Background: an optimization exercise with open tools, aiming at small area and a short achievable clock period. Do not read the settings as production practice. The RTL was checked by simulation tests, not by an equivalence proof against the original design.

## rqp_cellq
module rqp_cellq (
    input  wire         clk,
    input  wire         rst,         
    input  wire         seed_load,   
    input  wire [7:0]   seed,        
    input  wire         in_valid,
    input  wire [63:0]  in_cell,     
    input  wire [3:0]   in_bits,     
    input  wire         in_prob,     
    input  wire [31:0]  in_mult,
    output reg          out_valid,
    output reg  [63:0]  out_cell,    
    output reg  [127:0] out_r1u      
);
    wire        draw = in_valid && in_prob && !in_bits[3];    
    wire [63:0] draws;
    rqp_sprng u_prng (
        .clk   (clk),
        .rst   (rst),
        .load  (seed_load),
        .seed  (seed),
        .step  (draw),
        .draws (draws)
    );
    reg         r_valid;
    reg [63:0]  r_cell;
    reg [63:0]  r_cn;        
    reg [3:0]   r_bits;
    reg [31:0]  r_mult;
    always @(posedge clk) begin
        if (rst)
            r_valid <= 1'b0;
        else
            r_valid <= in_valid;
        r_cell <= in_cell;
        r_bits <= in_bits;
        r_mult <= in_mult;
    end
    genvar g;
    generate
        for (g = 0; g < 8; g = g + 1) begin : rc
            wire [7:0] c = in_prob ? draws[8*g +: 8] : 8'd128;
            always @(posedge clk)
                r_cn[8*g +: 8] <= ~c;
        end
    endgenerate
    wire [63:0] q;
    generate
        for (g = 0; g < 8; g = g + 1) begin : lane
            rqp_rq_lane u_lane (
                .s    (r_cell[8*g +: 8]),
                .bits (r_bits),
                .cn   (r_cn[8*g +: 8]),
                .r    (q[8*g +: 8])
            );
        end
    endgenerate
    wire [31:0] mult3;
    rqp_add #(.W(32)) u_m3 (.a(r_mult), .b({r_mult[30:0], 1'b0}), .ci(1'b0), .s(mult3), .co());
    reg         m_valid;
    reg [63:0]  m_q;
    reg [35:0]  m_cs;
    reg [31:0]  m_mult;
    reg [31:0]  m_mult3;
    always @(posedge clk) begin
        if (rst)
            m_valid <= 1'b0;
        else
            m_valid <= r_valid;
        m_q     <= q;
        m_mult  <= r_mult;
        m_mult3 <= mult3;
    end
    generate
        for (g = 0; g < 4; g = g + 1) begin : pair
            always @(posedge clk)
                m_cs[9*g +: 9] <= {1'b0, q[16*g +: 8]} + {1'b0, q[16*g+8 +: 8]};
        end
    endgenerate
    wire [127:0] r1u;
  ...
For scale: about 5400 cells after synthesis, roughly 530 flip-flops, about 310 I/O pins.
clock: 16.0 ns
lec_check: 0
abc_area: 1
cap_margin: 20
core_margin: 2
core_utilization: 40
cts_buf_list: sky130_fd_sc_hd__clkbuf_8
cts_cluster_diameter: 60
cts_cluster_size: 20
slew_margin: 20
standard.sh (not shown) runs the stock make flow with config.mk's settings and CLKGATE_MAP_FILE= SYNTH_SCRIPT=/design/flow/synth_recipe.tcl, a recipe that flattens the netlist after the stock synthesis.
==> flow/flow/run.sh <==
#!/bin/bash
# Layout flow: the standard ORFS flow (standard.sh), with timing repair
# aiming below the clock period and buf_2 cells as the port buffers.
# make's full output goes to flow_make.log in the work folder.
set -euo pipefail
export SETUP_SLACK_MARGIN=11.4
export BUFFER_PORTS_ARGS="-buffer_cell sky130_fd_sc_hd__buf_2"
bash standard.sh > flow_make.log 2>&1
Then changed:
Settings changed: CORE_UTILIZATION 40 to 55, CTS_BUF_LIST sky130_fd_sc_hd__clkbuf_8 to sky130_fd_sc_hd__clkbuf_16, CTS_CLUSTER_DIAMETER 60 to 100, CTS_CLUSTER_SIZE 20 to 30, PLACE_DENSITY set to 0.7.
After rerunning: Sequential share of layout area went up by 0.42 points; flip-flop and latch count stays the same; worst setup slack loses 92 ps; final cell count went down by 5.9%.
Then changed:
Settings changed: CTS_BUF_LIST sky130_fd_sc_hd__clkbuf_16 to sky130_fd_sc_hd__clkbuf_8, CTS_CLUSTER_DIAMETER 100 to 60, CTS_CLUSTER_SIZE 30 to 20.
After rerunning:
- design area went up by 0.64%
- via count stays flat
- die area stays the same
- wire length went down by 0.49%
- first-iteration DRC count went up by 0.82%


Another version of the RTL of rqp_cellq (not shown whole).
Size: ~530 flip-flops, roughly 310 I/O pins, ~44000 um^2 of cells after synthesis.
==> flow/config.mk <==
export PLATFORM = sky130hd
export DESIGN_NAME = rqp_cellq
export DESIGN_NICKNAME = rqp_cellq
export VERILOG_FILES = /design/flow/design.v
export SDC_FILE = /design/flow/constraint.sdc
export NUM_CORES = 4
export LEC_CHECK = 0
export ABC_AREA = 1
export CAP_MARGIN = 20
export CORE_MARGIN = 2
export CORE_UTILIZATION = 40
export SLEW_MARGIN = 20
==> flow/constraint.sdc <==
create_clock -name core_clock -period 16.0 [get_ports {clk}]
set_input_delay 3.2000 -clock core_clock [delete_from_list [all_inputs] [get_ports {clk}]]
set_output_delay 3.2000 -clock core_clock [all_outputs]
set_load 0.01 [all_outputs]
==> flow/flow/run.sh <==
#!/bin/bash
# Layout flow: the standard ORFS flow (standard.sh), with timing repair
# aiming below the clock period and buf_2 cells as the port buffers.
# make's full output goes to flow_make.log in the work folder.
set -euo pipefail
export SETUP_SLACK_MARGIN=11
export BUFFER_PORTS_ARGS="-buffer_cell sky130_fd_sc_hd__buf_2"
bash standard.sh > flow_make.log 2>&1
Edit:
==> flow/run.sh (new file) <==
#!/bin/bash
# synth_recipe.tcl (not shown) runs the flow's synth.tcl, then flattens the netlist and writes it again
# the make line also repeats each setting of config.mk as NAME=value (left out here)
make -C /OpenROAD-flow-scripts/flow DESIGN_CONFIG=/design/flow/config.mk WORK_HOME=/design/flow/orfs CLKGATE_MAP_FILE= SYNTH_SCRIPT=/design/flow/synth_recipe.tcl finish
removed: flow/flow/run.sh
removed: flow/standard.sh
Via count falls by 1.7%.
Final area rises by 0.85%.
Worst hold slack improves by 0.0073 ns.
Critical path depth rises by 3.
Routed wire length falls by 2.7%.
Worst setup slack degrades by 0.73 ns.
Count of clock-buffer cells in the layout falls by 9.
Register-to-register slack degrades by 0.73 ns.
Fmax falls by 13%.

[separate check: timing with driven ports]
How much do the figures lean on ideal ports? The routed layouts below were timed once more, with nothing changed but the port constraints.
Step 1 (the two cells are an assumption about what drives the block):
set clk [get_ports {clk}]
set_driving_cell -lib_cell sky130_fd_sc_hd__clkbuf_16 $clk
set_driving_cell -lib_cell sky130_fd_sc_hd__buf_2 [delete_from_list [all_inputs] $clk]
Step 2 moves the port delays by t, midway between the first and last clock arrival at a register: inputs arrive t later, outputs are due t later. That takes back most of the time a late clock gives input paths.
a / b / c = ideal ports / drivers / drivers and shift; a / b = the first two.
run	t, ns	setup WS [ns]	hold slack, ns	cell pins on the clock port's net
the first run of note 1	0.825	11.442 / 11.400 / 10.967	0.323 / 0.323 / 0.323	1
the second run of note 1	0.726	11.350 / 11.350 / 10.976	0.322 / 0.322 / 0.322	1
the third run of note 1	0.764	11.414 / 11.346 / 11.037	0.322 / 0.322 / 0.322	1
the first run of note 2	0.728	10.991 / 10.991 / 10.869	0.319 / 0.319 / 0.319	1
the second run of note 2	0.726	10.263 / 10.263 / 10.263	0.326 / 0.326 / 0.326	1
After both steps setup and hold are still met in every run listed. For the first run of note 1, which loses most, drivers alone change the setup slack by -0.042 ns; drivers and shift together by -0.475 ns.
